Context: an optimization exercise on an open-source flow, tuned for small area, a short achievable clock period and few clock cycles. The choices shown serve that exercise and are no tape-out recipe. In this exercise RTL edits were held to simulation tests only and were not proved equivalent to the original. No activity file was given, so power comes from the tool's default toggle rates.

==> flow/design.v, too long to show whole: its modules and the start of the top module <==
// module pmhf_engine: 1551 lines
module pmhf_engine (
    input  wire        clk,
    input  wire        rst,
    input  wire        req_valid,
    input  wire        req_write,
    input  wire [11:0] req_addr,
    input  wire [63:0] req_wdata,
    output reg  [63:0] rdata,
    output wire        irq
);
  // ...
==> flow/run.sh <==
#!/bin/bash
# synth_recipe.tcl (not shown) runs the flow's synth.tcl, then flattens the netlist and writes it again
# the make line also repeats each setting of config.mk as NAME=value (left out here)
make -C /OpenROAD-flow-scripts/flow DESIGN_CONFIG=/design/flow/config.mk WORK_HOME=/design/flow/orfs CLKGATE_MAP_FILE= SYNTH_SCRIPT=/design/flow/synth_recipe.tcl finish
==> flow/config.mk <==
export PLATFORM = sky130hd
export DESIGN_NAME = pmhf_engine
export DESIGN_NICKNAME = pmhf_engine
export VERILOG_FILES = /design/flow/design.v
export SDC_FILE = /design/flow/constraint.sdc
export NUM_CORES = 4
export LEC_CHECK = 0
export CAP_MARGIN = 20
export CORE_MARGIN = 2
export CORE_UTILIZATION = 40
export PLACE_DENSITY = 0.6
export SLEW_MARGIN = 20
==> flow/constraint.sdc <==
create_clock -name core_clock -period 15.0 [get_ports {clk}]
set_input_delay 3.0000 -clock core_clock [delete_from_list [all_inputs] [get_ports {clk}]]
set_output_delay 3.0000 -clock core_clock [all_outputs]
set_load 0.01 [all_outputs]
==> run summary, run 1 <==
The detailed-route wire length per cell came out at 26.17 um. The flow ran to the end and the layout has no timing, DRC or antenna violations. The met3 wire length is 63650 um. The part of the power in registers came out at 20.6%. The capture endpoint of the worst hold path is d_gl[8]$_DFF_P_. The synthesized netlist devotes 10.35% of its cell area to adder and majority cells. For this run, global-route usage on met2 was measured as 44.85%. The floorplan die height is 654.9 um. Grouping stages by cell kind, the critical path spends the most delay in compound AO/OA/AOI/OAI gates.

The number of detailed-route iterations in the first pass came out at 10. The portion of the layout cell area used by clock cells came out at 4.722%. The via total after detailed routing is 153300. The worst path required time is 15630 ps. The clock buffers instantiated in the layout total 358. The inverter count came out at 693.

The most critical setup path has its startpoint at cfg_l[17]$_SDFFE_PP0P_. The number of pins with negative max-slew slack in the final report was 0. The area growth from synthesis to final layout is 13.08%.

The clock skew after layout is 71.57 ps. The top register by number of flip-flops is cells. The number of hold violations in the final report came out at 0. Based on the critical path, the design can be clocked at up to 69.20 MHz.

12 antenna diodes ended up in the layout. The worst hold path was traced through 0 stages. The area of the core came out at 0.4228 mm2. Ranked by total cell area, the synthesized netlist is headed by sky130_fd_sc_hd__edfxtp_1 23%, sky130_fd_sc_hd__dfxtp_1 12%, sky130_fd_sc_hd__ha_1 6.0%. The internal power of the cells totals 20.81 mW. The biggest slice of the area belongs to multi-input combinational cells. By area, the combinational part of the netlist is dominated by compound AO/OA/AOI/OAI gates. STA classifies the critical path endpoint as a register. The number of cells on the critical path is 72. The critical path is of the reg2reg type.
Testbench counts, summed over its fixed seeds: cycles 10,074.
==> inputs of run 2 (changes only) <==
--- a/flow/design.v
+++ b/flow/design.v
@@ -9,17 +9,18 @@
     output wire        irq
 );
   localparam integer W     = 16;
   localparam integer B     = 32;
   localparam integer N_MAX = 32;
   localparam integer L_MAX = 4;
   localparam [63:0] ID_VALUE = 64'h0000_0004_2010_0001;
   localparam [29:0] HA       = 30'd845897321;
-  localparam [63:0] HB       = 64'd217728422;
+  localparam [63:0] HC       = 64'h9E37_79B9_7F4A_7C15;
+  localparam [63:0] HBC      = 64'h9e37_79b9_8c44_45a6;
   localparam [11:0] A_ID      = 12'h000;
   localparam [11:0] A_NMAX    = 12'h008;
   localparam [11:0] A_CMD     = 12'h010;
   localparam [11:0] A_STATUS  = 12'h018;
   localparam [11:0] A_INTEN   = 12'h020;
   localparam [11:0] A_OPA     = 12'h028;
   localparam [11:0] A_OPB     = 12'h030;
   localparam [11:0] A_SIZE    = 12'h038;
@@ -41,17 +42,18 @@
   localparam [2:0] M_OVL  = 3'd5;
   localparam [2:0] T_PT   = 3'd0;    
   localparam [2:0] T_BLO  = 3'd1;    
   localparam [2:0] T_BHI  = 3'd2;    
   localparam [2:0] T_BLH  = 3'd3;    
   localparam [2:0] T_RLO  = 3'd4;    
   localparam [2:0] T_RHI  = 3'd5;    
   localparam [2:0] T_TOP  = 3'd6;    
-  integer j, jv, jd, jc;
+  localparam [2:0] T_ADD  = 3'd7;    
+  integer j, jd, jv, je;
   function [319:0] wtab;
     input [3:0] idx;
     begin
       wtab = 320'd0;
       wtab = wtab | ({320{idx == 4'd0}} & 320'h00000000000000000000000000000000000000000000000000000000000000000000000000000000);
       wtab = wtab | ({320{idx == 4'd1}} & 320'h10441104411044110441104411044110441104411044110441104411044110441104411044110441);
       wtab = wtab | ({320{idx == 4'd2}} & 320'h19041190411904119041190411904119041190411904119041190411904119041190411904119041);
       wtab = wtab | ({320{idx == 4'd3}} & 320'h09041208241048209041208241048209041208241048209041208241048209041208241048209041);
@@ -64,18 +66,18 @@
       wtab = wtab | ({320{idx == 4'd10}} & 320'h410415c10410570410415c10410570410415c10410570410415c10410570410415c1041057041041);
       wtab = wtab | ({320{idx == 4'd11}} & 320'h1b649820820b0c36c930410416186d926082082c30db24c104105861b649820820b0c36c93041041);
       wtab = wtab | ({320{idx == 4'd12}} & 320'h410416cecb92635be1861b8f0410416cecb92635be1861b8f0410416cecb92635be1861b8f041041);
       wtab = wtab | ({320{idx == 4'd13}} & 320'hd368a2c104105c78d973be74da28b04104171e365cef9d368a2c104105c78d973be74da28b041041);
       wtab = wtab | ({320{idx == 4'd14}} & 320'h61870410417d97451637d36b9df1c79267861870410417d97451637d36b9df1c7926786187041041);
       wtab = wtab | ({320{idx == 4'd15}} & 320'h41041820820c104106082083041041820820c104106082083041041820820c104106082083041041);
     end
   endfunction
-  function [10:0] rsum;
-    input [63:0]  x;
+  function [10:0] rsum1;
+    input [63:0] x;
     input [319:0] w;
     reg [963:0] n;
     reg [11:0] ra, rb;
     begin
       n[0] = x[0] & w[0];
       n[1] = x[0] & w[1];
       n[2] = x[0] & w[2];
       n[3] = x[0] & w[3];
@@ -1036,91 +1038,247 @@
       n[958] = n[955] ^ n[947] ^ n[935];
       n[959] = (n[955] & n[947]) | (n[955] & n[935]) | (n[947] & n[935]);
       n[960] = n[957] ^ n[951] ^ n[952];
       n[961] = (n[957] & n[951]) | (n[957] & n[952]) | (n[951] & n[952]);
       n[962] = n[961] ^ n[953] ^ n[954];
       n[963] = (n[961] & n[953]) | (n[961] & n[954]) | (n[953] & n[954]);
       ra = {1'b0, n[959], n[963], n[962], n[960], n[956], n[948], n[936], n[914], n[882], n[836], n[768]};
       rb = {1'b0, 1'b0, n[958], 1'b0, 1'b0, 1'b0, 1'b0, n[920], n[916], n[884], n[838], 1'b0};
-      rsum = ra + rb;
+      rsum1 = ra + rb;
     end
   endfunction
-  function [63:0] hash64;
-    input [W-1:0] x;
-    input [63:0]  seed;
-    reg   [63:0]  v;
+  function [8:0] rsum2;
+    input [10:0] x;
+    input [54:0] w;
+    reg [158:0] n;
+    reg [9:0] ra, rb;
     begin
-      v = seed ^ {48'd0, x};
-      v = v + 64'h9E37_79B9_7F4A_7C15;
-      v = v ^ (v >> 29);
-      v = v + (v << 23);
-      v = v ^ (v >> 31);
-      v = v + (v << 17);
-      v = v ^ (v >> 33);
-      hash64 = v;
+      n[0] = x[0] & w[0];
+      n[1] = x[0] & w[1];
+      n[2] = x[0] & w[2];
+      n[3] = x[0] & w[3];
+      n[4] = x[0] & w[4];
+      n[5] = x[1] & w[5];
+      n[6] = x[1] & w[6];
+      n[7] = x[1] & w[7];
+      n[8] = x[1] & w[8];
+      n[9] = x[1] & w[9];
+      n[10] = x[2] & w[10];
+      n[11] = x[2] & w[11];
+      n[12] = x[2] & w[12];
+      n[13] = x[2] & w[13];
+      n[14] = x[2] & w[14];
+      n[15] = x[3] & w[15];
+      n[16] = x[3] & w[16];
+      n[17] = x[3] & w[17];
+      n[18] = x[3] & w[18];
+      n[19] = x[3] & w[19];
+      n[20] = x[4] & w[20];
+      n[21] = x[4] & w[21];
+      n[22] = x[4] & w[22];
+      n[23] = x[4] & w[23];
+      n[24] = x[4] & w[24];
+      n[25] = x[5] & w[25];
+      n[26] = x[5] & w[26];
+      n[27] = x[5] & w[27];
+      n[28] = x[5] & w[28];
+      n[29] = x[5] & w[29];
+      n[30] = x[6] & w[30];
+      n[31] = x[6] & w[31];
+      n[32] = x[6] & w[32];
+      n[33] = x[6] & w[33];
+      n[34] = x[6] & w[34];
+      n[35] = x[7] & w[35];
+      n[36] = x[7] & w[36];
+      n[37] = x[7] & w[37];
+      n[38] = x[7] & w[38];
+      n[39] = x[7] & w[39];
+      n[40] = x[8] & w[40];
+      n[41] = x[8] & w[41];
+      n[42] = x[8] & w[42];
+      n[43] = x[8] & w[43];
+      n[44] = x[8] & w[44];
+      n[45] = x[9] & w[45];
+      n[46] = x[9] & w[46];
+      n[47] = x[9] & w[47];
+      n[48] = x[9] & w[48];
+      n[49] = x[9] & w[49];
+      n[50] = x[10] & w[50];
+      n[51] = x[10] & w[51];
+      n[52] = x[10] & w[52];
+      n[53] = x[10] & w[53];
+      n[54] = x[10] & w[54];
+      n[55] = n[0] ^ n[5] ^ n[10];
+      n[56] = (n[0] & n[5]) | (n[0] & n[10]) | (n[5] & n[10]);
+      n[57] = n[15] ^ n[20] ^ n[25];
+      n[58] = (n[15] & n[20]) | (n[15] & n[25]) | (n[20] & n[25]);
+      n[59] = n[30] ^ n[35] ^ n[40];
+      n[60] = (n[30] & n[35]) | (n[30] & n[40]) | (n[35] & n[40]);
+      n[61] = n[45] ^ n[50];
+      n[62] = n[45] & n[50];
+      n[63] = n[1] ^ n[6] ^ n[11];
+      n[64] = (n[1] & n[6]) | (n[1] & n[11]) | (n[6] & n[11]);
+      n[65] = n[16] ^ n[21] ^ n[26];
+      n[66] = (n[16] & n[21]) | (n[16] & n[26]) | (n[21] & n[26]);
+      n[67] = n[31] ^ n[36] ^ n[41];
+      n[68] = (n[31] & n[36]) | (n[31] & n[41]) | (n[36] & n[41]);
+      n[69] = n[46] ^ n[51];
+      n[70] = n[46] & n[51];
+      n[71] = n[2] ^ n[7] ^ n[12];
+      n[72] = (n[2] & n[7]) | (n[2] & n[12]) | (n[7] & n[12]);
+      n[73] = n[17] ^ n[22] ^ n[27];
+      n[74] = (n[17] & n[22]) | (n[17] & n[27]) | (n[22] & n[27]);
+      n[75] = n[32] ^ n[37] ^ n[42];
+      n[76] = (n[32] & n[37]) | (n[32] & n[42]) | (n[37] & n[42]);
+      n[77] = n[47] ^ n[52];
+      n[78] = n[47] & n[52];
+      n[79] = n[3] ^ n[8] ^ n[13];
+      n[80] = (n[3] & n[8]) | (n[3] & n[13]) | (n[8] & n[13]);
+      n[81] = n[18] ^ n[23] ^ n[28];
+      n[82] = (n[18] & n[23]) | (n[18] & n[28]) | (n[23] & n[28]);
+      n[83] = n[33] ^ n[38] ^ n[43];
+      n[84] = (n[33] & n[38]) | (n[33] & n[43]) | (n[38] & n[43]);
+      n[85] = n[48] ^ n[53];
+      n[86] = n[48] & n[53];
+      n[87] = n[4] ^ n[9] ^ n[14];
+      n[88] = (n[4] & n[9]) | (n[4] & n[14]) | (n[9] & n[14]);
+      n[89] = n[19] ^ n[24] ^ n[29];
+      n[90] = (n[19] & n[24]) | (n[19] & n[29]) | (n[24] & n[29]);
+      n[91] = n[34] ^ n[39] ^ n[44];
+      n[92] = (n[34] & n[39]) | (n[34] & n[44]) | (n[39] & n[44]);
+      n[93] = n[49] ^ n[54];
+      n[94] = n[49] & n[54];
+      n[95] = n[55] ^ n[57] ^ n[59];
+      n[96] = (n[55] & n[57]) | (n[55] & n[59]) | (n[57] & n[59]);
+      n[97] = n[56] ^ n[58] ^ n[60];
+      n[98] = (n[56] & n[58]) | (n[56] & n[60]) | (n[58] & n[60]);
+      n[99] = n[62] ^ n[63] ^ n[65];
+      n[100] = (n[62] & n[63]) | (n[62] & n[65]) | (n[63] & n[65]);
+      n[101] = n[67] ^ n[69];
+      n[102] = n[67] & n[69];
+      n[103] = n[64] ^ n[66] ^ n[68];
+      n[104] = (n[64] & n[66]) | (n[64] & n[68]) | (n[66] & n[68]);
+      n[105] = n[70] ^ n[71] ^ n[73];
+      n[106] = (n[70] & n[71]) | (n[70] & n[73]) | (n[71] & n[73]);
+      n[107] = n[75] ^ n[77];
+      n[108] = n[75] & n[77];
+      n[109] = n[72] ^ n[74] ^ n[76];
+      n[110] = (n[72] & n[74]) | (n[72] & n[76]) | (n[74] & n[76]);
+      n[111] = n[78] ^ n[79] ^ n[81];
+      n[112] = (n[78] & n[79]) | (n[78] & n[81]) | (n[79] & n[81]);
+      n[113] = n[83] ^ n[85];
+      n[114] = n[83] & n[85];
+      n[115] = n[80] ^ n[82] ^ n[84];
+      n[116] = (n[80] & n[82]) | (n[80] & n[84]) | (n[82] & n[84]);
+      n[117] = n[86] ^ n[87] ^ n[89];
+      n[118] = (n[86] & n[87]) | (n[86] & n[89]) | (n[87] & n[89]);
+      n[119] = n[91] ^ n[93];
+      n[120] = n[91] & n[93];
+      n[121] = n[88] ^ n[90] ^ n[92];
+      n[122] = (n[88] & n[90]) | (n[88] & n[92]) | (n[90] & n[92]);
+      n[123] = n[96] ^ n[97] ^ n[99];
+      n[124] = (n[96] & n[97]) | (n[96] & n[99]) | (n[97] & n[99]);
+      n[125] = n[98] ^ n[100] ^ n[102];
+      n[126] = (n[98] & n[100]) | (n[98] & n[102]) | (n[100] & n[102]);
+      n[127] = n[103] ^ n[105] ^ n[107];
+      n[128] = (n[103] & n[105]) | (n[103] & n[107]) | (n[105] & n[107]);
+      n[129] = n[104] ^ n[106] ^ n[108];
+      n[130] = (n[104] & n[106]) | (n[104] & n[108]) | (n[106] & n[108]);
+      n[131] = n[109] ^ n[111] ^ n[113];
+      n[132] = (n[109] & n[111]) | (n[109] & n[113]) | (n[111] & n[113]);
+      n[133] = n[110] ^ n[112] ^ n[114];
+      n[134] = (n[110] & n[112]) | (n[110] & n[114]) | (n[112] & n[114]);
+      n[135] = n[115] ^ n[117] ^ n[119];
+      n[136] = (n[115] & n[117]) | (n[115] & n[119]) | (n[117] & n[119]);
+      n[137] = n[116] ^ n[118] ^ n[120];
+      n[138] = (n[116] & n[118]) | (n[116] & n[120]) | (n[118] & n[120]);
+      n[139] = n[121] ^ n[94];
+      n[140] = n[121] & n[94];
+      n[141] = n[124] ^ n[125] ^ n[127];
+      n[142] = (n[124] & n[125]) | (n[124] & n[127]) | (n[125] & n[127]);
+      n[143] = n[126] ^ n[128] ^ n[129];
+      n[144] = (n[126] & n[128]) | (n[126] & n[129]) | (n[128] & n[129]);
+      n[145] = n[130] ^ n[132] ^ n[133];
+      n[146] = (n[130] & n[132]) | (n[130] & n[133]) | (n[132] & n[133]);
+      n[147] = n[134] ^ n[136] ^ n[137];
+      n[148] = (n[134] & n[136]) | (n[134] & n[137]) | (n[136] & n[137]);
+      n[149] = n[138] ^ n[140] ^ n[122];
+      n[150] = (n[138] & n[140]) | (n[138] & n[122]) | (n[140] & n[122]);
+      n[151] = n[142] ^ n[143] ^ n[131];
+      n[152] = (n[142] & n[143]) | (n[142] & n[131]) | (n[143] & n[131]);
+      n[153] = n[144] ^ n[145] ^ n[135];
+      n[154] = (n[144] & n[145]) | (n[144] & n[135]) | (n[145] & n[135]);
+      n[155] = n[146] ^ n[147] ^ n[139];
+      n[156] = (n[146] & n[147]) | (n[146] & n[139]) | (n[147] & n[139]);
+      n[157] = n[156] ^ n[148] ^ n[149];
+      n[158] = (n[156] & n[148]) | (n[156] & n[149]) | (n[148] & n[149]);
+      ra = {1'b0, 1'b0, n[158], n[157], n[154], n[152], n[151], n[141], n[123], n[95]};
+      rb = {1'b0, 1'b0, n[150], 1'b0, n[155], n[153], 1'b0, 1'b0, n[101], n[61]};
+      rsum2 = ra + rb;
     end
   endfunction
   reg        st_busy, st_done, st_result, st_err, st_cfg_valid, st_ovr;
   reg [3:0]  st_errcode, st_lastop;
   reg        inten;
   reg [63:0] opa, opb, cfg_size, cfg_seed, cfg_l;
   reg [63:0] cfg_delta [0:L_MAX-1];
   reg [6:0]  errdetail;
   reg [5:0]  act_n;
-  reg [63:0] act_seed, act_seed2;
+  reg [63:0] act_sd1, act_sd2;
   reg [2:0]  act_l;
   reg [3:0]  lay_w  [0:L_MAX-1];    
   reg [4:0]  lay_s  [0:L_MAX-1];    
   reg [3:0]  lay_d  [0:L_MAX-1];    
+  reg [3:0]  lay_ps [0:L_MAX-1];    
   reg [3:0]  lay_e  [0:L_MAX-1];    
+  reg [3:0]  lay_ew [0:L_MAX-1];    
   reg [3:0]  lay_mi [0:L_MAX-1];    
   reg [B-1:0] cells [0:N_MAX-1];
   reg [2:0]  mode;
   reg [3:0]  cur_op;
   reg [3:0]  err_code_lat;
-  reg [6:0]  lat_det;
+  reg        cfg_chk;
   reg [5:0]  lat_n;
   reg [4:0]  mcnt;
   reg [W-1:0] key_lo, key_hi;
-  reg [6:0]  v_det;
-  reg [64:0] v_n;
-  reg [66:0] v_sum;
-  reg        v_dzero, v_wover;
-  reg [2:0]  v_nl;
-  reg [63:0] v_d;
-  reg [15:0] v_bits;
+  wire [2:0] v_nl    = (cfg_l > 64'd4) ? 3'd4 : cfg_l[2:0];
+  wire       v_nbig  = (cfg_size > 64'd128);
+  wire [5:0] v_nn    = ({1'b0, cfg_size[7:0]} + 9'd3) >> 2;
+  reg  [6:0] v_det;
+  reg  [7:0] v_sum;
+  reg        v_dz, v_big, v_wov;
+  reg        v_act;
   always @* begin
-    v_n     = ({1'b0, cfg_size} + 65'd3) >> 2;
-    v_nl    = (cfg_l > L_MAX) ? L_MAX[2:0] : cfg_l[2:0];
-    v_sum   = 67'd0;
-    v_dzero = 1'b0;
-    v_wover = 1'b0;
-    v_bits  = {v_n[10:0], 5'd0};
+    v_sum = 8'd0; v_dz = 1'b0; v_big = 1'b0; v_wov = 1'b0;
     for (jv = 0; jv < L_MAX; jv = jv + 1) begin
-      if (jv < v_nl) begin
-        v_d   = cfg_delta[jv];
-        v_sum = v_sum + {3'd0, v_d};
-        if (v_d == 64'd0) v_dzero = 1'b1;
-        else if (v_d > 64'd12) v_wover = 1'b1;
-        else if ((16'd1 << (v_d[3:0] - 4'd1)) > v_bits) v_wover = 1'b1;
+      v_act = (jv < v_nl);
+      if (v_act) begin
+        v_sum = v_sum + {3'd0, cfg_delta[jv][4:0]};
+        if (cfg_delta[jv] == 64'd0) v_dz = 1'b1;
+        if (cfg_delta[jv][63:5] != 59'd0) v_big = 1'b1;
+        if (cfg_delta[jv] != 64'd0) begin
+          if (cfg_delta[jv] > 64'd12) v_wov = 1'b1;
+          else if ((16'd1 << (cfg_delta[jv][3:0] - 4'd1)) > {5'd0, v_nn, 5'd0}) v_wov = 1'b1;
+        end
       end
     end
     v_det[0] = (cfg_size == 64'd0);
     v_det[1] = (cfg_l == 64'd0);
-    v_det[2] = (cfg_l > L_MAX);
-    v_det[3] = v_dzero;
-    v_det[4] = (v_sum > W);
-    v_det[5] = (v_n > N_MAX);
-    v_det[6] = (cfg_size != 64'd0) && (v_n <= N_MAX) && v_wover;
+    v_det[2] = (cfg_l > 64'd4);
+    v_det[3] = v_dz;
+    v_det[4] = v_big || (v_sum > 8'd16);
+    v_det[5] = v_nbig;
+    v_det[6] = (cfg_size != 64'd0) && !v_nbig && v_wov;
   end
   wire        wr       = req_valid & req_write;
   wire        rd       = req_valid & ~req_write;
   wire        wr_cmd   = wr && (req_addr == A_CMD);
   wire        wr_stat  = wr && (req_addr == A_STATUS);
+  wire        wr_opa   = wr && (req_addr == A_OPA);
   wire [63:0] status_word = {48'd0, st_lastop, st_errcode, 2'b00, st_ovr,
                              st_cfg_valid, st_err, st_result, st_done, st_busy};
   reg [63:0] rd_value;
   always @* begin
     rd_value = 64'd0;
     case (req_addr)
       A_ID:     rd_value = ID_VALUE;
       A_NMAX:   rd_value = N_MAX;
@@ -1143,179 +1301,234 @@
   assign irq = st_done & inten & ~rst;
   wire        cmd_hi0   = (req_wdata[63:3] == 61'd0);
   wire        cmd_legal = cmd_hi0 && (req_wdata[2:0] != 3'd0) &&
                           (req_wdata[2:0] <= 3'd4);
   wire        is_cfg    = cmd_hi0 && (req_wdata[2:0] == 3'd1);
   wire        is_add    = cmd_hi0 && (req_wdata[2:0] == 3'd2);
   wire        is_con    = cmd_hi0 && (req_wdata[2:0] == 3'd3);
   wire        is_ovl    = cmd_hi0 && (req_wdata[2:0] == 3'd4);
-  wire        key_bad   = (opa[63:W] != 0) || (is_ovl && (opb[63:W] != 0));
+  wire        opa_bad   = (opa[63:W] != 0);
+  wire        opb_bad   = (opb[63:W] != 0);
+  wire        ord_bad   = (opa[W-1:0] > opb[W-1:0]);
   reg  [3:0]  launch_err;
   always @* begin
-    if (!cmd_legal)                                 launch_err = E_ILLEGAL;
-    else if (is_cfg)                                launch_err = E_NONE;
-    else if (!st_cfg_valid)                         launch_err = E_NOTCFG;
-    else if (key_bad)                               launch_err = E_KEYW;
-    else if (is_ovl && (opa[W-1:0] > opb[W-1:0]))   launch_err = E_ORDER;
-    else                                            launch_err = E_NONE;
+    if (!cmd_legal)                           launch_err = E_ILLEGAL;
+    else if (is_cfg)                          launch_err = E_NONE;
+    else if (!st_cfg_valid)                   launch_err = E_NOTCFG;
+    else if (opa_bad || (is_ovl && opb_bad))  launch_err = E_KEYW;
+    else if (is_ovl && ord_bad)               launch_err = E_ORDER;
+    else                                      launch_err = E_NONE;
   end
   wire launch    = wr_cmd && !st_busy;
   wire launch_pt = launch && (launch_err == E_NONE) && (is_add || is_con);
   wire launch_ov = launch && (launch_err == E_NONE) && is_ovl;
-  wire cfg_ok    = (v_det == 7'd0);
+  reg         r_v;   reg [1:0] r_j;   reg [W-1:0] r_pre;
+  reg [9:0]   r_oa, r_ob;   reg [2:0] r_tag;
+  reg         a2_v;  reg [1:0] a2_j;  reg [63:0] a2_va, a2_vb;
+  reg [9:0]   a2_oa, a2_ob; reg [2:0] a2_tag;
+  reg         b_v;   reg [1:0] b_j;   reg [63:0] b_ha, b_hb;
+  reg [9:0]   b_oa, b_ob;   reg [2:0] b_tag;
+  reg         c_v;   reg [1:0] c_j;   reg [63:0] c_x;  reg [9:0] c_gl;
+  reg [9:0]   c_oa, c_ob;   reg [2:0] c_tag;
+  reg         d_v;   reg [1:0] d_j;   reg [10:0] d_s;
+  reg [9:0]   d_qla, d_qlb; reg [2:0] d_tag;
+  reg         e_v;   reg [1:0] e_j;   reg [9:0] e_qa;  reg [9:0] e_qb;
+  reg [2:0]   e_tag;
   reg [1:0]  sq_j;
   reg [1:0]  sq_ph;
   reg        sq_first;
-  reg [16:0] sq_cur;
-  reg        sq_run;       
+  reg [15:0] sq_cw;         
+  reg [9:0]  sq_co;         
+  reg        sq_run;        
+  reg        ly_nblo, ly_nbhi, ly_nrl, ly_nrh, ly_same, ly_plo, ly_phi;
+  reg [15:0] ly_wlo, ly_whi;
+  reg [9:0]  ly_olo, ly_ohi;
+  reg [15:0] ly_rlws, ly_rlwe, ly_rhws, ly_rhwe;
+  reg [9:0]  ly_rlos, ly_rloe, ly_rhos, ly_rhoe;
   wire        idle_now = !st_busy;
-  wire [W-1:0] lo  = idle_now ? opa[W-1:0] : key_lo;
-  wire [W-1:0] hi  = idle_now ? opb[W-1:0] : key_hi;
-  wire [1:0]  top_j = act_l[1:0] - 2'd1;
-  wire [1:0]  cj   = idle_now ? top_j : sq_j;
-  wire [1:0]  cph  = idle_now ? 2'd0 : sq_ph;
-  wire        cfst = idle_now ? 1'b1 : sq_first;
-  wire [4:0]  q_s    = lay_s[cj];
-  wire [3:0]  q_d    = lay_d[cj];
-  wire [3:0]  q_w    = lay_w[cj];
-  wire [4:0]  q_sup  = q_s + {1'b0, q_d};
-  wire [15:0] q_wm   = (16'd1 << q_w) - 16'd1;
-  wire [15:0] q_cm   = (q_w >= 4'd5) ? 16'd31 : q_wm;
-  wire [15:0] q_sm   = (16'd1 << q_s) - 16'd1;
-  wire [15:0] q_um   = (17'd1 << q_sup) - 17'd1;
-  wire        q_top  = (cj == top_j);
-  wire [1:0]  pj     = idle_now ? 2'd0 : sq_j;
-  wire [4:0]  p_s    = lay_s[pj];
-  wire [3:0]  p_w    = lay_w[pj];
-  wire [15:0] p_wm   = (16'd1 << p_w) - 16'd1;
-  wire [W-1:0] pt_blk = lo >> p_s;
-  wire [W-1:0] pt_pre = pt_blk >> p_w;
-  wire [9:0]  pt_off = pt_blk[9:0] & p_wm[9:0];
-  wire [15:0] b_lo   = lo >> q_s;
-  wire [15:0] b_hi   = hi >> q_s;
-  wire        lo_al  = (lo & q_sm) == 16'd0;
-  wire        hi_al  = (~hi & q_sm) == 16'd0;
-  wire        same   = (b_lo == b_hi);
-  wire        part_lo = !(lo_al && (!same || hi_al));
-  wire        part_hi = !(hi_al && (!same || lo_al));
-  wire [16:0] cbl    = {1'b0, b_lo} + {16'd0, !lo_al};
-  wire [16:0] cbx    = {1'b0, b_hi} + {16'd0, hi_al};
-  wire [15:0] p_lo   = lo >> q_sup;
-  wire [15:0] p_hi   = hi >> q_sup;
-  wire        ulo_al = (lo & q_um) == 16'd0;
-  wire        uhi_al = (~hi & q_um) == 16'd0;
-  wire        usame  = (p_lo == p_hi);
-  wire        upart_lo = !(ulo_al && (!usame || uhi_al));
-  wire        upart_hi = !(uhi_al && (!usame || ulo_al));
-  wire [16:0] plo_end = ({1'b0, p_lo} + 17'd1) << q_d;
-  wire [16:0] phi_beg = {1'b0, p_hi} << q_d;
-  wire [16:0] rlo_s  = cbl;
-  wire [16:0] rlo_e  = (q_top || cbx < plo_end) ? cbx : plo_end;
-  wire [16:0] rhi_s  = (cbl > phi_beg) ? cbl : phi_beg;
-  wire [16:0] rhi_e  = cbx;
-  wire        need_blo = part_lo;
-  wire        need_bhi = part_hi && !same;
-  wire        need_rlo = (q_top || upart_lo) && (rlo_s < rlo_e);
-  wire        need_rhi = !q_top && upart_hi && !usame && (rhi_s < rhi_e);
-  wire        av0 = (cph == 2'd0) && need_blo;
-  wire        av1 = (cph <= 2'd1) && need_bhi;
-  wire        av2 = (cph <= 2'd2) && need_rlo;
-  wire        av3 = need_rhi;
-  wire        use_hi_rng = !av2;
-  wire [16:0] r_s  = use_hi_rng ? rhi_s : rlo_s;
-  wire [16:0] r_e  = use_hi_rng ? rhi_e : rlo_e;
-  wire [16:0] r_c  = ((cph == (use_hi_rng ? 2'd3 : 2'd2)) && !cfst) ? sq_cur : r_s;
-  wire [16:0] r_ce0 = r_c | {1'b0, q_cm};
-  wire [16:0] r_ce = (r_ce0 < r_e) ? r_ce0 : (r_e - 17'd1);
-  wire        r_last = (r_ce == r_e - 17'd1);
+  wire [1:0]  top_j    = act_l[1:0] - 2'd1;
+  wire [W-1:0] k_lo    = idle_now ? opa[W-1:0] : key_lo;
+  wire [W-1:0] k_hi    = idle_now ? opb[W-1:0] : key_hi;
+  wire [1:0]  su_j   = idle_now ? top_j : (sq_j - 2'd1);
+  wire        su_top = idle_now;
+  wire [4:0]  su_s   = lay_s[su_j];
+  wire [3:0]  su_ps  = lay_ps[su_j];
+  wire [3:0]  su_w   = lay_w[su_j];
+  wire [15:0] su_sm  = (16'd1 << su_s) - 16'd1;
+  wire [9:0]  su_wm  = (10'd1 << su_w) - 10'd1;
+  wire [15:0] su_blo = k_lo >> su_s;
+  wire [15:0] su_bhi = k_hi >> su_s;
+  wire [16:0] su_wl  = {1'b0, k_lo >> su_ps};
+  wire [16:0] su_wh  = {1'b0, k_hi >> su_ps};
+  wire [9:0]  su_ol  = su_blo[9:0] & su_wm;
+  wire [9:0]  su_oh  = su_bhi[9:0] & su_wm;
+  wire        su_loal = (k_lo & su_sm) == 16'd0;
+  wire        su_hial = (~k_hi & su_sm) == 16'd0;
+  wire        su_same = (su_blo == su_bhi);
+  wire        su_plo  = !(su_loal && (!su_same || su_hial));
+  wire        su_phi  = !(su_hial && (!su_same || su_loal));
+  wire        su_olm  = (su_ol == su_wm);
+  wire        su_oh0  = (su_oh == 10'd0);
+  wire [16:0] su_cwl  = (!su_loal && su_olm) ? su_wl + 17'd1 : su_wl;
+  wire [9:0]  su_col  = su_loal ? su_ol : (su_olm ? 10'd0 : su_ol + 10'd1);
+  wire [16:0] su_cwh  = (!su_hial && su_oh0) ? su_wh - 17'd1 : su_wh;
+  wire [9:0]  su_coh  = su_hial ? su_oh : (su_oh0 ? su_wm : su_oh - 10'd1);
+  wire        su_neg  = !su_hial && (su_bhi == 16'd0);
+  wire [16:0] su_pwl  = su_wl | 17'd1;
+  wire [16:0] su_pwh  = su_wh & ~17'd1;
+  wire        su_lcut = !su_top && ({su_cwh, su_coh} > {su_pwl, su_wm});
+  wire [16:0] su_rlwe = su_lcut ? su_pwl : su_cwh;
+  wire [9:0]  su_rloe = su_lcut ? su_wm : su_coh;
+  wire        su_hcut = {su_cwl, su_col} < {su_pwh, 10'd0};
+  wire [16:0] su_rhws = su_hcut ? su_pwh : su_cwl;
+  wire [9:0]  su_rhos = su_hcut ? 10'd0 : su_col;
+  wire        su_nrl  = (su_top || ly_plo) && !su_neg &&
+                        ({su_cwl, su_col} <= {su_rlwe, su_rloe});
+  wire        su_nrh  = !su_top && ly_phi && !ly_same && !su_neg &&
+                        ({su_rhws, su_rhos} <= {su_cwh, su_coh});
+  wire [3:0]  q_w   = lay_w[sq_j];
+  wire [9:0]  q_wm  = (10'd1 << q_w) - 10'd1;
+  wire        av0 = (sq_ph == 2'd0) && ly_nblo;
+  wire        av1 = (sq_ph <= 2'd1) && ly_nbhi;
+  wire        av2 = (sq_ph <= 2'd2) && ly_nrl;
+  wire        av3 = ly_nrh;
+  wire        r_hi = !av2;
+  wire [15:0] r_ws = r_hi ? ly_rhws : ly_rlws;
+  wire [9:0]  r_os = r_hi ? ly_rhos : ly_rlos;
+  wire [15:0] r_we = r_hi ? ly_rhwe : ly_rlwe;
+  wire [9:0]  r_oe = r_hi ? ly_rhoe : ly_rloe;
+  wire        r_cur = (sq_ph == (r_hi ? 2'd3 : 2'd2)) && !sq_first;
+  wire [15:0] r_cw = r_cur ? sq_cw : r_ws;
+  wire [9:0]  r_co = r_cur ? sq_co : r_os;
+  wire        r_lastw = (r_cw == r_we);
+  wire [9:0]  r_lim = r_lastw ? r_oe : q_wm;
+  wire        r_one = (q_w < 4'd5) || (r_co[9:5] == r_lim[9:5]) ||
+                      (r_lim[4:0] == 5'd31);
+  wire [9:0]  r_ce  = r_one ? r_lim : ({r_lim[9:5], 5'd0} - 10'd1);
+  wire        r_last = r_lastw && r_one;
+  wire        r_wend = r_one && !r_lastw;
   reg         ov_v;
-  reg  [15:0] ov_blk;      
-  reg  [15:0] ov_blke;     
+  reg  [15:0] ov_pre;
+  reg  [9:0]  ov_oa, ov_ob;
   reg  [2:0]  ov_tag;
   reg         ov_more;     
   reg  [1:0]  ov_nph;
   reg         ov_nfirst;
   always @* begin
-    ov_v = 1'b1; ov_blk = b_lo; ov_blke = b_lo; ov_tag = T_BLO;
+    ov_v = 1'b1; ov_pre = av0 ? ly_wlo : ly_whi; ov_oa = av0 ? ly_olo : ly_ohi;
+    ov_ob = ov_oa; ov_tag = T_BLO;
     ov_more = 1'b0; ov_nph = 2'd0; ov_nfirst = 1'b1;
     if (av0) begin
-      ov_tag = same ? T_BLH : T_BLO;
-      ov_more = need_bhi || need_rlo || need_rhi;
+      ov_tag = ly_same ? T_BLH : T_BLO;
+      ov_more = ly_nbhi || ly_nrl || ly_nrh;
       ov_nph = 2'd1;
     end else if (av1) begin
-      ov_blk = b_hi; ov_blke = b_hi; ov_tag = T_BHI;
-      ov_more = need_rlo || need_rhi;
+      ov_tag = T_BHI;
+      ov_more = ly_nrl || ly_nrh;
       ov_nph = 2'd2;
     end else if (av2 || av3) begin
-      ov_blk  = r_c[15:0];
-      ov_blke = r_ce[15:0];
-      ov_tag  = av2 ? (q_top ? T_TOP : T_RLO) : T_RHI;
-      ov_more = !r_last || (av2 && need_rhi);
+      ov_pre = r_cw;
+      ov_oa  = r_co;
+      ov_ob  = r_ce;
+      ov_tag = av2 ? ((sq_j == top_j) ? T_TOP : T_RLO) : T_RHI;
+      ov_more = !r_last || (av2 && ly_nrh);
       ov_nph  = r_last ? (av2 ? 2'd3 : 2'd0) : (av2 ? 2'd2 : 2'd3);
       ov_nfirst = r_last;
     end else begin
       ov_v = 1'b0;
     end
   end
-  wire        pt_mode = idle_now ? (is_add || is_con) :
-                        (mode == M_ADD || mode == M_CON);
-  wire [W-1:0] ov_pre = ov_blk >> q_w;
-  wire [9:0]  ov_oa  = ov_blk[9:0] & q_wm[9:0];
-  wire [9:0]  ov_ob  = ov_blke[9:0] & q_wm[9:0];
-  wire [1:0]  i_j    = pt_mode ? pj : cj;
-  wire [W-1:0] i_pre = pt_mode ? pt_pre : ov_pre;
-  wire [9:0]  i_oa   = pt_mode ? pt_off : ov_oa;
-  wire [9:0]  i_ob   = pt_mode ? pt_off : ov_ob;
-  wire [2:0]  i_tag  = pt_mode ? T_PT : ov_tag;
-  wire        i_v    = idle_now ? (launch_pt || (launch_ov && ov_v)) :
-                       (sq_run && (pt_mode || ov_v));
-  reg         a_v;  reg [1:0] a_j;  reg [W-1:0] a_pre;
-  reg [9:0]   a_oa, a_ob;  reg [2:0] a_tag;
-  reg         b_v;  reg [1:0] b_j;  reg [63:0] b_ha, b_hb;
-  reg [9:0]   b_oa, b_ob;  reg [2:0] b_tag;
-  reg         c_v;  reg [1:0] c_j;  reg [63:0] c_x;  reg [9:0] c_gl;
-  reg [9:0]   c_oa, c_ob;  reg [2:0] c_tag;
-  reg         d_v;  reg [1:0] d_j;  reg [10:0] d_s;  reg [9:0] d_gl;
-  reg [9:0]   d_oa, d_ob;  reg [2:0] d_tag;
-  reg         e_v;  reg [1:0] e_j;  reg [9:0] e_qa;  reg [4:0] e_qb;
-  reg [2:0]   e_tag;
-  wire [63:0] ha_n = hash64(a_pre, act_seed);
-  wire [63:0] hb_n = hash64(a_pre, act_seed2);
+  wire        spec   = !r_v;
+  wire        spec_go = launch_pt && spec;
+  wire [1:0]  pj     = idle_now ? 2'd1 : sq_j;
+  wire [3:0]  p_w    = lay_w[pj];
+  wire [9:0]  p_wm   = (10'd1 << p_w) - 10'd1;
+  wire [W-1:0] pt_pre = k_lo >> lay_ps[pj];
+  wire [W-1:0] pt_blk = k_lo >> lay_s[pj];
+  wire [9:0]  pt_off = pt_blk[9:0] & p_wm;
+  wire [W-1:0] sp_src = wr_opa ? req_wdata[W-1:0] : opa[W-1:0];
+  wire [9:0]  sp_wm  = (10'd1 << lay_w[0]) - 10'd1;
+  wire [W-1:0] sp_pre = sp_src >> lay_w[0];
+  wire [9:0]  sp_off = sp_src[9:0] & sp_wm;
+  wire        pt_busy = (mode == M_ADD || mode == M_CON);
+  wire        i_v    = idle_now ? (launch_pt && (!spec || act_l != 3'd1)) :
+                       (sq_run && (pt_busy || ov_v));
+  function [63:0] hash_a1;
+    input [W-1:0] x;
+    input [63:0]  sp;
+    reg   [16:0]  lo;
+    reg   [63:0]  v;
+    begin
+      lo = {1'b0, sp[15:0] ^ x} + {1'b0, HC[15:0]};
+      v  = {sp[63:16] + {47'd0, lo[16]}, lo[15:0]};
+      v  = v ^ (v >> 29);
+      hash_a1 = v + (v << 23);
+    end
+  endfunction
+  function [63:0] hash_a2;
+    input [63:0] v3;
+    reg   [63:0] v;
+    begin
+      v = v3 ^ (v3 >> 31);
+      v = v + (v << 17);
+      hash_a2 = v ^ (v >> 33);
+    end
+  endfunction
+  wire [63:0] a1_va = hash_a1(r_pre, act_sd1);
+  wire [63:0] a1_vb = hash_a1(r_pre, act_sd2);
+  wire [63:0] a2_ha = hash_a2(a2_va);
+  wire [63:0] a2_hb = hash_a2(a2_vb);
   wire [63:0] gb1  = b_j[0] ? b_hb : 64'd0;
   wire [63:0] gb2  = b_j[1] ? {b_hb[62:0], 1'b0} : 64'd0;
   wire [63:0] gsq  = {60'd0, b_j[1] & b_j[0], b_j[1] & ~b_j[0], 1'b0, b_j[0]};
   wire [63:0] cs1_s = b_ha ^ gb1 ^ gb2;
   wire [63:0] cs1_c = {(b_ha[62:0] & gb1[62:0]) | (b_ha[62:0] & gb2[62:0]) |
                        (gb1[62:0] & gb2[62:0]), 1'b0};
   wire [63:0] cs2_s = cs1_s ^ cs1_c ^ gsq;
   wire [63:0] cs2_c = {(cs1_s[62:0] & cs1_c[62:0]) | (cs1_s[62:0] & gsq[62:0]) |
                        (cs1_c[62:0] & gsq[62:0]), 1'b0};
   wire [63:0] g_n  = cs2_s + cs2_c;
   wire [3:0]  b_e  = lay_e[b_j];
   wire [63:0] x_n  = g_n >> b_e;
   wire [9:0]  gl_n = g_n[9:0] & ((10'd1 << b_e) - 10'd1);
-  wire [10:0] s_n  = rsum(c_x, wtab(lay_mi[c_j]));
-  wire [4:0]  d_m  = {lay_mi[d_j], 1'b1};
-  reg  [10:0] d_r;
+  wire [319:0] c_wt = wtab(lay_mi[c_j]);
+  wire [10:0] s_n  = rsum1(c_x, c_wt);
+  wire [3:0]  c_w  = lay_w[c_j];
+  wire [9:0]  qla_n = (c_gl << c_w) | c_oa;
+  wire [9:0]  qlb_n = (c_gl << c_w) | c_ob;
+  wire [319:0] d_wt = wtab(lay_mi[d_j]);
+  wire [8:0]  d_s2 = rsum2(d_s, d_wt[54:0]);
+  wire [8:0]  d_m  = {4'd0, lay_mi[d_j], 1'b1};
+  reg  [8:0]  d_mul [1:10];
+  reg  [11:1] d_ge;
+  reg  [4:0]  d_u;
   always @* begin
-    d_r = d_s;
-    for (jd = 6; jd >= 0; jd = jd - 1)
-      if (d_r >= ({6'd0, d_m} << jd)) d_r = d_r - ({6'd0, d_m} << jd);
+    for (jd = 1; jd <= 10; jd = jd + 1) begin
+      d_mul[jd] = d_m * jd;
+      d_ge[jd]  = (d_s2 >= d_mul[jd]);
+    end
+    d_ge[11] = 1'b0;
+    d_u = d_ge[1] ? 5'd0 : d_s2[4:0];
+    for (jd = 1; jd <= 10; jd = jd + 1)
+      if (d_ge[jd] && !d_ge[jd + 1])
+        d_u = d_u | (d_s2[4:0] - d_mul[jd][4:0]);
   end
-  wire [3:0]  d_e  = lay_e[d_j];
-  wire [3:0]  d_w  = lay_w[d_j];
-  wire [9:0]  d_p  = ({5'd0, d_r[4:0]} << d_e) | d_gl;
-  wire [9:0]  d_qb = (d_p << d_w);
-  wire [9:0]  qa_n = d_qb | d_oa;
-  wire [9:0]  qb_n = d_qb | d_ob;
+  wire [9:0]  d_uq = {5'd0, d_u} << lay_ew[d_j];
+  wire [9:0]  qa_n = d_uq | d_qla;
+  wire [9:0]  qb_n = d_uq | d_qlb;
+  wire         e_one  = (e_qa[9:5] == e_qb[9:5]);
   wire [B-1:0] e_cell = cells[e_qa[9:5]];
   wire [B-1:0] e_mask = (32'hFFFF_FFFF << e_qa[4:0]) &
-                        (32'hFFFF_FFFF >> (5'd31 - e_qb[4:0]));
-  wire         e_hit  = |(e_cell & e_mask);
+                        (32'hFFFF_FFFF >> (e_one ? (5'd31 - e_qb[4:0]) : 5'd0));
+  reg  [N_MAX-1:0] e_any;
+  always @* for (je = 0; je < N_MAX; je = je + 1) e_any[je] = |cells[je];
+  wire [N_MAX-1:0] e_mid = (32'hFFFF_FFFE << e_qa[9:5]) &
+                           (32'hFFFF_FFFF >> (5'd31 - e_qb[9:5]));
+  wire         e_hit  = |(e_cell & e_mask) | |(e_any & e_mid);
   reg         cb_con, cb_top;
   reg [3:0]   cb_mlo, cb_mhi, cb_blo, cb_bhi;
   reg         nx_con, nx_top;
   reg [3:0]   nx_mlo, nx_mhi, nx_blo, nx_bhi;
   reg         ov_res;
   always @* begin
     nx_con = cb_con; nx_top = cb_top;
     nx_mlo = cb_mlo; nx_mhi = cb_mhi; nx_blo = cb_blo; nx_bhi = cb_bhi;
@@ -1334,63 +1547,106 @@
     ov_res = nx_top |
              (nx_mlo[0] & nx_blo[1] & nx_blo[2] & nx_blo[3]) |
              (nx_mlo[1] & nx_blo[2] & nx_blo[3]) |
              (nx_mlo[2] & nx_blo[3]) |
              (nx_mhi[0] & nx_bhi[1] & nx_bhi[2] & nx_bhi[3]) |
              (nx_mhi[1] & nx_bhi[2] & nx_bhi[3]) |
              (nx_mhi[2] & nx_bhi[3]);
   end
-  wire probes_done = !sq_run && !a_v && !b_v && !c_v && !d_v;
+  wire probes_done = !sq_run && !r_v && !a2_v && !b_v && !c_v && !d_v;
+  wire con_done = probes_done || (e_v && e_tag == T_PT && !e_hit);
+  wire ovl_done = probes_done || ov_res;
+  wire q_done   = st_busy && ((mode == M_CON && con_done) ||
+                              (mode == M_OVL && ovl_done));
   reg [10:0] cf_m  [0:L_MAX-1];
   reg [3:0]  cf_e  [0:L_MAX-1];
   reg [10:0] cf_mo [0:L_MAX-1];
-  integer t;
+  integer jc, t;
   always @* begin
     for (jc = 0; jc < L_MAX; jc = jc + 1) begin
       cf_m[jc] = {lat_n, 5'd0} >> lay_w[jc];
       cf_e[jc] = 4'd0;
       for (t = 10; t >= 0; t = t - 1)
         if (cf_m[jc][t]) cf_e[jc] = t;
       cf_mo[jc] = cf_m[jc] >> cf_e[jc];
     end
   end
+  wire cfg_install = (mode == M_CFG) && cfg_chk && (v_det == 7'd0);
+  always @(posedge clk) begin
+    if (idle_now) begin
+      if (spec_go) begin
+        r_j <= 2'd1; r_pre <= pt_pre; r_oa <= pt_off; r_ob <= pt_off;
+      end else begin
+        r_j <= 2'd0; r_pre <= sp_pre; r_oa <= sp_off; r_ob <= sp_off;
+      end
+      r_tag <= is_add ? T_ADD : T_PT;
+    end else if (pt_busy) begin
+      r_j <= sq_j; r_pre <= pt_pre; r_oa <= pt_off; r_ob <= pt_off;
+      r_tag <= (mode == M_ADD) ? T_ADD : T_PT;
+    end else begin
+      r_j <= sq_j; r_pre <= ov_pre; r_oa <= ov_oa; r_ob <= ov_ob;
+      r_tag <= ov_tag;
+    end
+    a2_j <= r_j; a2_va <= a1_va; a2_vb <= a1_vb; a2_oa <= r_oa; a2_ob <= r_ob;
+    a2_tag <= spec_go ? (is_add ? T_ADD : T_PT) : r_tag;
+    b_j <= a2_j; b_ha <= a2_ha; b_hb <= a2_hb; b_oa <= a2_oa; b_ob <= a2_ob; b_tag <= a2_tag;
+    c_j <= b_j; c_x <= x_n; c_gl <= gl_n; c_oa <= b_oa; c_ob <= b_ob; c_tag <= b_tag;
+    d_j <= c_j; d_s <= s_n; d_qla <= qla_n; d_qlb <= qlb_n; d_tag <= c_tag;
+    e_j <= d_j; e_qa <= qa_n; e_qb <= qb_n; e_tag <= d_tag;
+    if (rst || cfg_install || q_done) begin
+      r_v <= 1'b0; a2_v <= 1'b0; b_v <= 1'b0; c_v <= 1'b0; d_v <= 1'b0; e_v <= 1'b0;
+    end else begin
+      r_v <= i_v; a2_v <= r_v | spec_go; b_v <= a2_v; c_v <= b_v; d_v <= c_v; e_v <= d_v;
+    end
+  end
+  always @(posedge clk) begin
+    if (!rst) begin
+      if (cfg_install) begin
+        for (j = 0; j < N_MAX; j = j + 1) cells[j] <= {B{1'b0}};
+      end else if (e_v && e_tag == T_ADD) begin
+        cells[e_qa[9:5]][e_qa[4:0]] <= 1'b1;
+      end
+    end
+  end
   task complete_ok;
     input r;
     begin
       st_busy    <= 1'b0;
       st_done    <= 1'b1;
       st_result  <= r;
       st_err     <= 1'b0;
       st_errcode <= E_NONE;
       st_lastop  <= cur_op;
       mode       <= M_IDLE;
     end
   endtask
-  always @(posedge clk) begin
-    a_j <= i_j; a_pre <= i_pre; a_oa <= i_oa; a_ob <= i_ob; a_tag <= i_tag;
-    b_j <= a_j; b_ha <= ha_n; b_hb <= hb_n; b_oa <= a_oa; b_ob <= a_ob; b_tag <= a_tag;
-    c_j <= b_j; c_x <= x_n; c_gl <= gl_n; c_oa <= b_oa; c_ob <= b_ob; c_tag <= b_tag;
-    d_j <= c_j; d_s <= s_n; d_gl <= c_gl; d_oa <= c_oa; d_ob <= c_ob; d_tag <= c_tag;
-    e_j <= d_j; e_qa <= qa_n; e_qb <= qb_n[4:0]; e_tag <= d_tag;
-    if (rst) begin
-      a_v <= 1'b0; b_v <= 1'b0; c_v <= 1'b0; d_v <= 1'b0; e_v <= 1'b0;
-    end else begin
-      a_v <= i_v; b_v <= a_v; c_v <= b_v; d_v <= c_v; e_v <= d_v;
-    end
-  end
-  always @(posedge clk) begin
-    if (!rst) begin
-      if (launch && is_cfg && cfg_ok) begin
-        for (j = 0; j < N_MAX; j = j + 1) cells[j] <= {B{1'b0}};
-      end else if (e_v && mode == M_ADD) begin
-        cells[e_qa[9:5]][e_qa[4:0]] <= 1'b1;
-      end
+  task load_layer;
+    begin
+      ly_nblo <= su_plo;
+      ly_nbhi <= su_phi && !su_same;
+      ly_same <= su_same;
+      ly_plo  <= su_plo;
+      ly_phi  <= su_phi;
+      ly_nrl  <= su_nrl;
+      ly_nrh  <= su_nrh;
+      ly_wlo  <= su_wl[15:0];
+      ly_olo  <= su_ol;
+      ly_whi  <= su_wh[15:0];
+      ly_ohi  <= su_oh;
+      ly_rlws <= su_cwl[15:0];
+      ly_rlos <= su_col;
+      ly_rlwe <= su_rlwe[15:0];
+      ly_rloe <= su_rloe;
+      ly_rhws <= su_rhws[15:0];
+      ly_rhos <= su_rhos;
+      ly_rhwe <= su_cwh[15:0];
+      ly_rhoe <= su_coh;
     end
-  end
+  endtask
   always @(posedge clk) begin
     if (rst) begin
       rdata        <= 64'd0;
       st_busy      <= 1'b0;
       st_done      <= 1'b0;
       st_result    <= 1'b0;
       st_err       <= 1'b0;
       st_cfg_valid <= 1'b0;
@@ -1434,77 +1690,55 @@
         st_busy      <= 1'b1;
         st_done      <= 1'b0;
         st_result    <= 1'b0;
         st_err       <= 1'b0;
         st_errcode   <= 4'd0;
         errdetail    <= 7'd0;
         cur_op       <= req_wdata[3:0];
         err_code_lat <= launch_err;
-        lat_det      <= v_det;
-        lat_n        <= v_n[5:0];
+        cfg_chk      <= 1'b1;
         key_lo       <= opa[W-1:0];
         key_hi       <= opb[W-1:0];
         cb_con <= 1'b1; cb_top <= 1'b0;
         cb_mlo <= 4'd0; cb_mhi <= 4'd0; cb_blo <= 4'hF; cb_bhi <= 4'hF;
-        if (launch_err != E_NONE) begin
-          mode <= M_ERR;
-        end else if (is_cfg) begin
-          mode <= M_CFG;
-          mcnt <= 5'd28;
-          if (cfg_ok) begin
-            act_seed  <= cfg_seed;
-            act_seed2 <= cfg_seed;        
-            act_l     <= cfg_l[2:0];
-            for (j = 0; j < L_MAX; j = j + 1) begin
-              lay_d[j] <= cfg_delta[j][3:0];
-              lay_w[j] <= cfg_delta[j][3:0] - 4'd1;
-            end
-            lay_s[0] <= 5'd0;
-            lay_s[1] <= {1'b0, cfg_delta[0][3:0]};
-            lay_s[2] <= {1'b0, cfg_delta[0][3:0]} + {1'b0, cfg_delta[1][3:0]};
-            lay_s[3] <= {1'b0, cfg_delta[0][3:0]} + {1'b0, cfg_delta[1][3:0]} +
-                        {1'b0, cfg_delta[2][3:0]};
-          end
-        end else begin
-          mode <= is_add ? M_ADD : (is_con ? M_CON : M_OVL);
-        end
+        if (launch_err != E_NONE)  mode <= M_ERR;
+        else if (is_cfg)           mode <= M_CFG;
+        else if (is_add)           mode <= M_ADD;
+        else if (is_con)           mode <= M_CON;
+        else                       mode <= M_OVL;
         sq_run <= 1'b0;
         if (launch_pt) begin
-          sq_j   <= 2'd1;
-          sq_run <= (act_l != 3'd1);
+          sq_run <= spec ? (act_l > 3'd2) : (act_l != 3'd1);
         end else if (launch_ov) begin
-          if (ov_v && !ov_more) begin
-            sq_run   <= (top_j != 2'd0);
-            sq_j     <= top_j - 2'd1;
-            sq_ph    <= 2'd0;
-            sq_first <= 1'b1;
-          end else begin
-            sq_run   <= 1'b1;
-            sq_j     <= top_j;
-            sq_ph    <= ov_nph;
-            sq_first <= ov_nfirst;
-            sq_cur   <= r_ce + 17'd1;
-          end
+          sq_run   <= 1'b1;
         end
       end
+      if (idle_now) begin
+        sq_j     <= launch_pt ? (spec ? 2'd2 : 2'd1) : top_j;
+        sq_ph    <= 2'd0;
+        sq_first <= 1'b1;
+        load_layer;
+      end
       if (st_busy && sq_run) begin
-        if (pt_mode) begin
+        if (pt_busy) begin
           sq_j <= sq_j + 2'd1;
           if ({1'b0, sq_j} == act_l - 3'd1) sq_run <= 1'b0;
         end else begin
           if (!ov_v || !ov_more) begin
             if (sq_j == 2'd0) sq_run <= 1'b0;
             sq_j     <= sq_j - 2'd1;
             sq_ph    <= 2'd0;
             sq_first <= 1'b1;
+            load_layer;
           end else begin
             sq_ph    <= ov_nph;
             sq_first <= ov_nfirst;
-            sq_cur   <= r_ce + 17'd1;
+            sq_cw    <= r_wend ? r_cw + 16'd1 : r_cw;
+            sq_co    <= r_wend ? 10'd0 : r_ce + 10'd1;
           end
         end
       end
       if (st_busy && (mode == M_CON || mode == M_OVL)) begin
         cb_con <= nx_con; cb_top <= nx_top;
         cb_mlo <= nx_mlo; cb_mhi <= nx_mhi; cb_blo <= nx_blo; cb_bhi <= nx_bhi;
       end
       case (mode)
@@ -1513,39 +1747,65 @@
           st_done    <= 1'b1;
           st_result  <= 1'b0;
           st_err     <= 1'b1;
           st_errcode <= err_code_lat;
           st_lastop  <= cur_op;
           mode       <= M_IDLE;
         end
         M_CFG: begin
-          if (lat_det != 7'd0) begin
-            errdetail  <= lat_det;
-            st_busy    <= 1'b0;
-            st_done    <= 1'b1;
-            st_result  <= 1'b0;
-            st_err     <= 1'b1;
-            st_errcode <= E_INVALID;
-            st_lastop  <= cur_op;
-            mode       <= M_IDLE;
+          if (cfg_chk) begin
+            cfg_chk <= 1'b0;
+            if (v_det != 7'd0) begin
+              errdetail  <= v_det;
+              st_busy    <= 1'b0;
+              st_done    <= 1'b1;
+              st_result  <= 1'b0;
+              st_err     <= 1'b1;
+              st_errcode <= E_INVALID;
+              st_lastop  <= cur_op;
+              mode       <= M_IDLE;
+            end else begin
+              act_sd1 <= cfg_seed;
+              act_sd2 <= cfg_seed;         
+              mcnt    <= 5'd28;
+              lat_n   <= v_nn;
+              act_l   <= cfg_l[2:0];
+              for (j = 0; j < L_MAX; j = j + 1) begin
+                lay_d[j]  <= cfg_delta[j][3:0];
+                lay_w[j]  <= cfg_delta[j][3:0] - 4'd1;
+              end
+              lay_s[0]  <= 5'd0;
+              lay_s[1]  <= {1'b0, cfg_delta[0][3:0]};
+              lay_s[2]  <= {1'b0, cfg_delta[0][3:0]} + {1'b0, cfg_delta[1][3:0]};
+              lay_s[3]  <= {1'b0, cfg_delta[0][3:0]} + {1'b0, cfg_delta[1][3:0]} +
+                           {1'b0, cfg_delta[2][3:0]};
+              lay_ps[0] <= cfg_delta[0][3:0] - 4'd1;
+              lay_ps[1] <= cfg_delta[0][3:0] + cfg_delta[1][3:0] - 4'd1;
+              lay_ps[2] <= cfg_delta[0][3:0] + cfg_delta[1][3:0] +
+                           cfg_delta[2][3:0] - 4'd1;
+              lay_ps[3] <= cfg_delta[0][3:0] + cfg_delta[1][3:0] +
+                           cfg_delta[2][3:0] + cfg_delta[3][3:0] - 4'd1;
+            end
           end else if (mcnt != 5'd31) begin
-            act_seed2 <= {act_seed2[62:0], 1'b0} + (HA[mcnt] ? act_seed : 64'd0);
-            mcnt      <= mcnt - 5'd1;
+            act_sd2 <= {act_sd2[62:0], 1'b0} + (HA[mcnt] ? act_sd1 : 64'd0);
+            mcnt    <= mcnt - 5'd1;
           end else begin
-            act_seed2 <= act_seed2 + HB;
+            act_sd2 <= act_sd2 + HBC;
+            act_sd1[63:16] <= act_sd1[63:16] + HC[63:16];
             for (j = 0; j < L_MAX; j = j + 1) begin
               lay_e[j]  <= cf_e[j];
+              lay_ew[j] <= cf_e[j] + lay_w[j];
               lay_mi[j] <= cf_mo[j][4:1];
             end
             act_n        <= lat_n;
             st_cfg_valid <= 1'b1;
             complete_ok(1'b0);
           end
         end
-        M_ADD: if (probes_done) complete_ok(1'b0);
-        M_CON: if (probes_done) complete_ok(nx_con);
-        M_OVL: if (probes_done) complete_ok(ov_res);
+        M_ADD: if (!sq_run || ({1'b0, sq_j} == act_l - 3'd1)) complete_ok(1'b0);
+        M_CON: if (con_done) begin complete_ok(nx_con); sq_run <= 1'b0; end
+        M_OVL: if (ovl_done) begin complete_ok(ov_res); sq_run <= 1'b0; end
         default: ;
       endcase
     end
   end
 endmodule
==> run 2 against run 1 <==
Effect of this change:
- final cell count down 1.6%
- synthesized cell count up 0.53%
- sequential power up 2%
- combinational power down 86%
- hold slack better by 8.7 ps
- routed wire length up 4.1%
- largest cell class unchanged
- power down 49%
==> run summary, run 2 <==
The endpoint type of the worst setup path is a register (unchanged). The deepest level of the CTS H-tree was 5 (unchanged). The most numerous cell in the Yosys netlist was sky130_fd_sc_hd__nand2_1 (unchanged). The data arrival time at the worst-slack endpoint came out at 13990 ps (was 15080 ps). The total area of sequential cells is 0.06896 mm2 (was 0.06011 mm2). The synthesized area divided by synthesized cell count was 8.971 um2 (was 8.713 um2). The floorplan die height is 666.2 um (was 654.9 um). Synth area leaders: sky130_fd_sc_hd__edfxtp_1 26%, sky130_fd_sc_hd__dfxtp_1 14%, sky130_fd_sc_hd__ha_1 5.2% (was sky130_fd_sc_hd__edfxtp_1 23%, sky130_fd_sc_hd__dfxtp_1 12%, sky130_fd_sc_hd__ha_1 6.0%). The part of the power in registers is 41.8% (was 20.6%). The global-route wire length before repair came out at 997500 um (was 960800 um).

The total power per unit cell area came out at 97.85 mW/mm2 (was 194.2 mW/mm2). The start-to-end type of the worst setup path is reg2reg (unchanged). The kind of start point of the critical path is a register (unchanged). The maximum buffer depth of the clock tree is 4 (unchanged). The area growth from synthesis to final layout was 9.539% (was 13.08%). The placed cell count came out at 24370 (was 24800). The total global-route track usage is 29.98% (was 29.63%).

The share of synthesized area occupied by flip-flops and latches was 39.30% (was 35.46%). The commonest non-fill, non-tap cell in the layout is sky130_fd_sc_hd__nand2_1 (unchanged). The post-CTS setup-driven buffer insertion count came out at 0 (was 3). The fraction of layout cells with a size suffix above 1 came out at 7.227% (was 11.23%). The number of synthesized flops with an enable pin came out at 1506 (was 1324).

The dominant cell type by count on the critical path is sky130_fd_sc_hd__o21a_1 (was sky130_fd_sc_hd__buf_4). The TritonCTS clock tree was yes (unchanged). The worst path required time was 15810 ps (was 15630 ps).

Largest registers: cells x1024, cfg_delta x256 (unchanged). The number of standard cells after synthesis is 19550 (was 19450). The number of pins with negative max-slew slack in the final report was 0 (unchanged).

The final non-filler cell area came to 0.1922 mm2 (was 0.1916 mm2). The classification of the worst-slack hold path is reg2reg (unchanged). The post-layout minimum cycle time came to 13180 ps (was 14450 ps). The non-filler instance count after layout came out at 24950 (was 25360). The startpoint of the lowest-slack hold path is r_oa[4]$_DFF_P_ (was c_gl[8]$_DFF_P_). The number of gates given a new drive strength after cts is 0 (was 10).

The total routed wirelength came to 691100 um (was 663700 um). The overall power consumption came to 18.80 mW (was 37.21 mW). The clock transition at the registers of the reported paths came to 60 ps (about the same). The number of antenna violations at the first check in global routing came to 19 (was 33).

The remaining number of nets flagged by the antenna check after routing came out at 0 (unchanged). The top register by number of flip-flops is cells (unchanged). The area of the core is 0.4372 mm2 (was 0.4228 mm2). The worst hold path stage count was 0 (unchanged). The clock insertion delay at the later pin of the skew report came out at 990 ps (was 960 ps). The area of the mapped netlist was 0.1754 mm2 (was 0.1695 mm2).

The post-synthesis async set-or-reset flop share is 0% (unchanged). The depth of the worst register-to-register path was 45 (was 72). The slew at the pin with the worst max-slew slack came out at 1285 ps (was 1280 ps).

The dominant synthesized flop cell is sky130_fd_sc_hd__edfxtp_1 (unchanged). The number of hold violations in the final report is 0 (unchanged). The number of detailed-route iterations in the first pass came to 9 (was 10). The net count of the finished layout is 20150 (was 20730).

The worst vdd rail ir drop came out at 0.1181 mV (was 1.951 mV). The core utilization of the finished layout came out at 43.95% (was 45.32%). The total of flip-flops plus latches after synthesis came out at 2691 (was 2340). The placement-stage worst setup slack is 2037 ps (was -274.2 ps). The clock skew after layout came out at 88.68 ps (was 71.57 ps). The largest stage delay on the critical path came out at 800 ps (was 530 ps). The reg-to-reg startpoint is sq_j[1]$_DFFE_PN_ (was cfg_l[17]$_SDFFE_PP0P_). The maximum number of pins on one net before global-route repair came out at 182 (was 208). Outcome: finished clean (unchanged). The combinational cell fraction of total power is 16.5% (was 60.9%).

The worst-path maximum fanout came out at 35 (was 39). The number of placement rows came out at 243 (was 239). The number of flip-flops under the largest register name came out at 1024 (unchanged). The total overflow reported by the global router is 0 (unchanged).

The family with the most delay on the worst path is simple AND/OR/NAND/NOR gates (was compound AO/OA/AOI/OAI gates). The capture endpoint of the worst hold path is a2_oa[4]$_DFF_P_ (was d_gl[8]$_DFF_P_). The routed via count divided by cell count came out at 6.130 (was 6.043). The via total after detailed routing came to 152900 (was 153300). The number of fill cells came out at 42360 (was 41110). The relative slew slack came out at 13.52% (was 12.20%). The post-route DRC violation count came out at 0 (unchanged). The die extent in x came out at 666.2 um (was 654.9 um).

The cell area after placement came to 0.1817 mm2 (was 0.1811 mm2). The total I/O pin count came to 145 (unchanged). The port buffer count was 144 (unchanged).

The total clock buffers created by CTS is 314 (was 274). The period utilization is 87.84% (was 96.33%). The count of maximum capacitance violations was 0 (unchanged). The number of hold buffers added after CTS came to 0 (unchanged). The via count of the first global-routing pass is 143100 (was 143200).

The number of nets in the synthesized netlist is 20760 (was 20710). The switching portion of total power is 29.22% (was 44.07%). The detailed-route wire length per cell is 27.70 um (was 26.17 um). The sink count of the clock tree came out at 2691 (was 2340). The number of distinct library cells after synthesis is 124 (was 128). The sum of negative setup slack is 0 ps (unchanged). The cell internal power dissipation was 13.31 mW (was 20.81 mW).

The yosys synthesis warning count came out at 13 (was 10). The area of combinational cells with multiple inputs came to 0.09858 mm2 (was 0.1027 mm2). The die footprint is 0.4439 mm2 (was 0.4289 mm2). Unrepaired setup endpoints after global routing: no (was yes). The worst hold margin came out at 317.5 ps (was 308.8 ps). The number of failing setup endpoints in the final timing report came out at 0 (unchanged).

The root cell of the clock tree is sky130_fd_sc_hd__clkbuf_16 (unchanged). The violation count after the first detailed-route iteration is 19600 (was 19120). The switching power total is 5.494 mW (was 16.40 mW). The top cell type's share of synthesized area was 25.78% (was 23.46%). The terminus of the critical flop-to-flop path was ly_nrl$_DFFE_PN_ (was cells[13][5]$_SDFFCE_PN0P_). The HPWL after detailed placement is 512400 um (was 490300 um).

The initial core utilization is 40.12% (was 40.08%). Commonest non-fill, non-tap cells in the layout: 2221 x sky130_fd_sc_hd__nand2_1, 2030 x sky130_fd_sc_hd__nor2_1, 1651 x sky130_fd_sc_hd__o21ai_0 (was 2420 x sky130_fd_sc_hd__nand2_1, 2137 x sky130_fd_sc_hd__nor2_1, 1728 x sky130_fd_sc_hd__o21ai_0). The share of power burned in the clock network is 41.7% (was 18.5%). The setup slack of the most critical reg-to-reg path is 1820 ps (was 550 ps). The leakage power summed over all cells is 67.65 nW (was 69.08 nW). The top achievable clock speed is 75.90 MHz (was 69.20 MHz). The standard cell with the maximum stage delay on the critical path was sky130_fd_sc_hd__edfxtp_1 (was sky130_fd_sc_hd__or4_1). The biggest area consumer among synthesized cells was sky130_fd_sc_hd__edfxtp_1 (unchanged). Most used standard cells in the synthesized netlist: 2244 x sky130_fd_sc_hd__nand2_1, 2043 x sky130_fd_sc_hd__nor2_1, 1657 x sky130_fd_sc_hd__o21ai_0 (was 2450 x sky130_fd_sc_hd__nand2_1, 2167 x sky130_fd_sc_hd__nor2_1, 1753 x sky130_fd_sc_hd__o21ai_0).

The buffer and inverter count on the worst path is 5 (was 16). The post-layout worst setup margin came to 1824 ps (was 549.8 ps). The routability congestion estimate was 1.038 (was 1.026).
run 2: worst max path at each step:
stage                                  from          endpoint  cells after the start
after floorplan           sq_j[0]$_DFFE_PN_  ly_nrl$_DFFE_PN_                     54
after global placement    sq_j[1]$_DFFE_PN_  ly_nrl$_DFFE_PN_                     45
after detailed placement  sq_j[1]$_DFFE_PN_  ly_nrl$_DFFE_PN_                     45
after CTS                 sq_j[1]$_DFFE_PN_  ly_nrl$_DFFE_PN_                     45
after global routing      sq_j[1]$_DFFE_PN_  ly_nrl$_DFFE_PN_                     48
final                     sq_j[1]$_DFFE_PN_  ly_nrl$_DFFE_PN_                     45
run 2: power groups by stage:
stage	registers [mW]	logic [mW]	clock network [mW]
2_1_floorplan	7.94	1.90	0
3_3_place_gp	8.01	2.94	0
3_5_place_dp	8.01	2.94	0
4_1_cts	7.86	2.96	7.92
5_1_grt	7.86	3.19	8.18
6_report	7.86	3.09	7.85
run 2: routing by layer:
metal	GRT usage (%)	vias to the layer above	share of wire [%]
met5	0	-	0.0072
met2	45.37	8044	43
li1	-	69000	-
met3	5.710	1520	9.6
met1	40.97	74370	41
met4	14.86	8	6.0
run 2: final cells by class:
type,instances,share of cell area [%]
Tap cell,5757,3.749
Sequential cell,2691,35.89
Antenna cell,16,0.02084
Timing Repair Buffer,506,2.219
Clock buffer,430,4.665
Multi-Input combinational cell,14680,51.30
Clock inverter,128,0.7013
Inverter,741,1.453
run 2: kinds of logic (layout without fill, tap and decap cells):
family                     Yosys count  in the layout  share of synthesized area (%)
buffers and inverters             2181           1805                          4.863
other                                0             16                              0
adders and majority gates         1131           1131                          9.795
xor gates and xnor gates           915            915                          4.585
and+or+nand+nor                   6555           6555                          17.05
AOI/OAI and AO/OA                 5097           5097                          17.70
DFF                               2691           2691                          39.30
muxes                              984            984                          6.709
Testbench counts of run 2, summed over its fixed seeds: cycles 6,994.

[afterwards: timing with drivers on the ports]
The results above use ideal ports. As a check the final layouts listed here were re-extracted and re-timed, cells and wires unchanged. Step 1 sets driving cells, clkbuf_16 on the clock port and buf_2 on the other inputs (assumed; they add their load-dependent delay and slew). Step 2 times the ports against the registers' clock, not the clock port: input delays grow and output delays shrink by t, the midpoint of the rising clock arrivals with the driver on. Three values: ideal, step 1, step 2; two values: the first two.
run	t, ns	setup WS [ns]	worst hold slack (ns)	clock arrival spread, ns	pins driven straight from the clock port
run 1	1.044	0.550 / 0.550 / 0.550	0.309 / 0.309 / 0.309	0.081 / 0.080	1
run 2	1.062	1.824 / 1.824 / 1.824	0.317 / 0.317 / 0.317	0.102 / 0.103	1
After both steps every run listed still meets setup and hold.
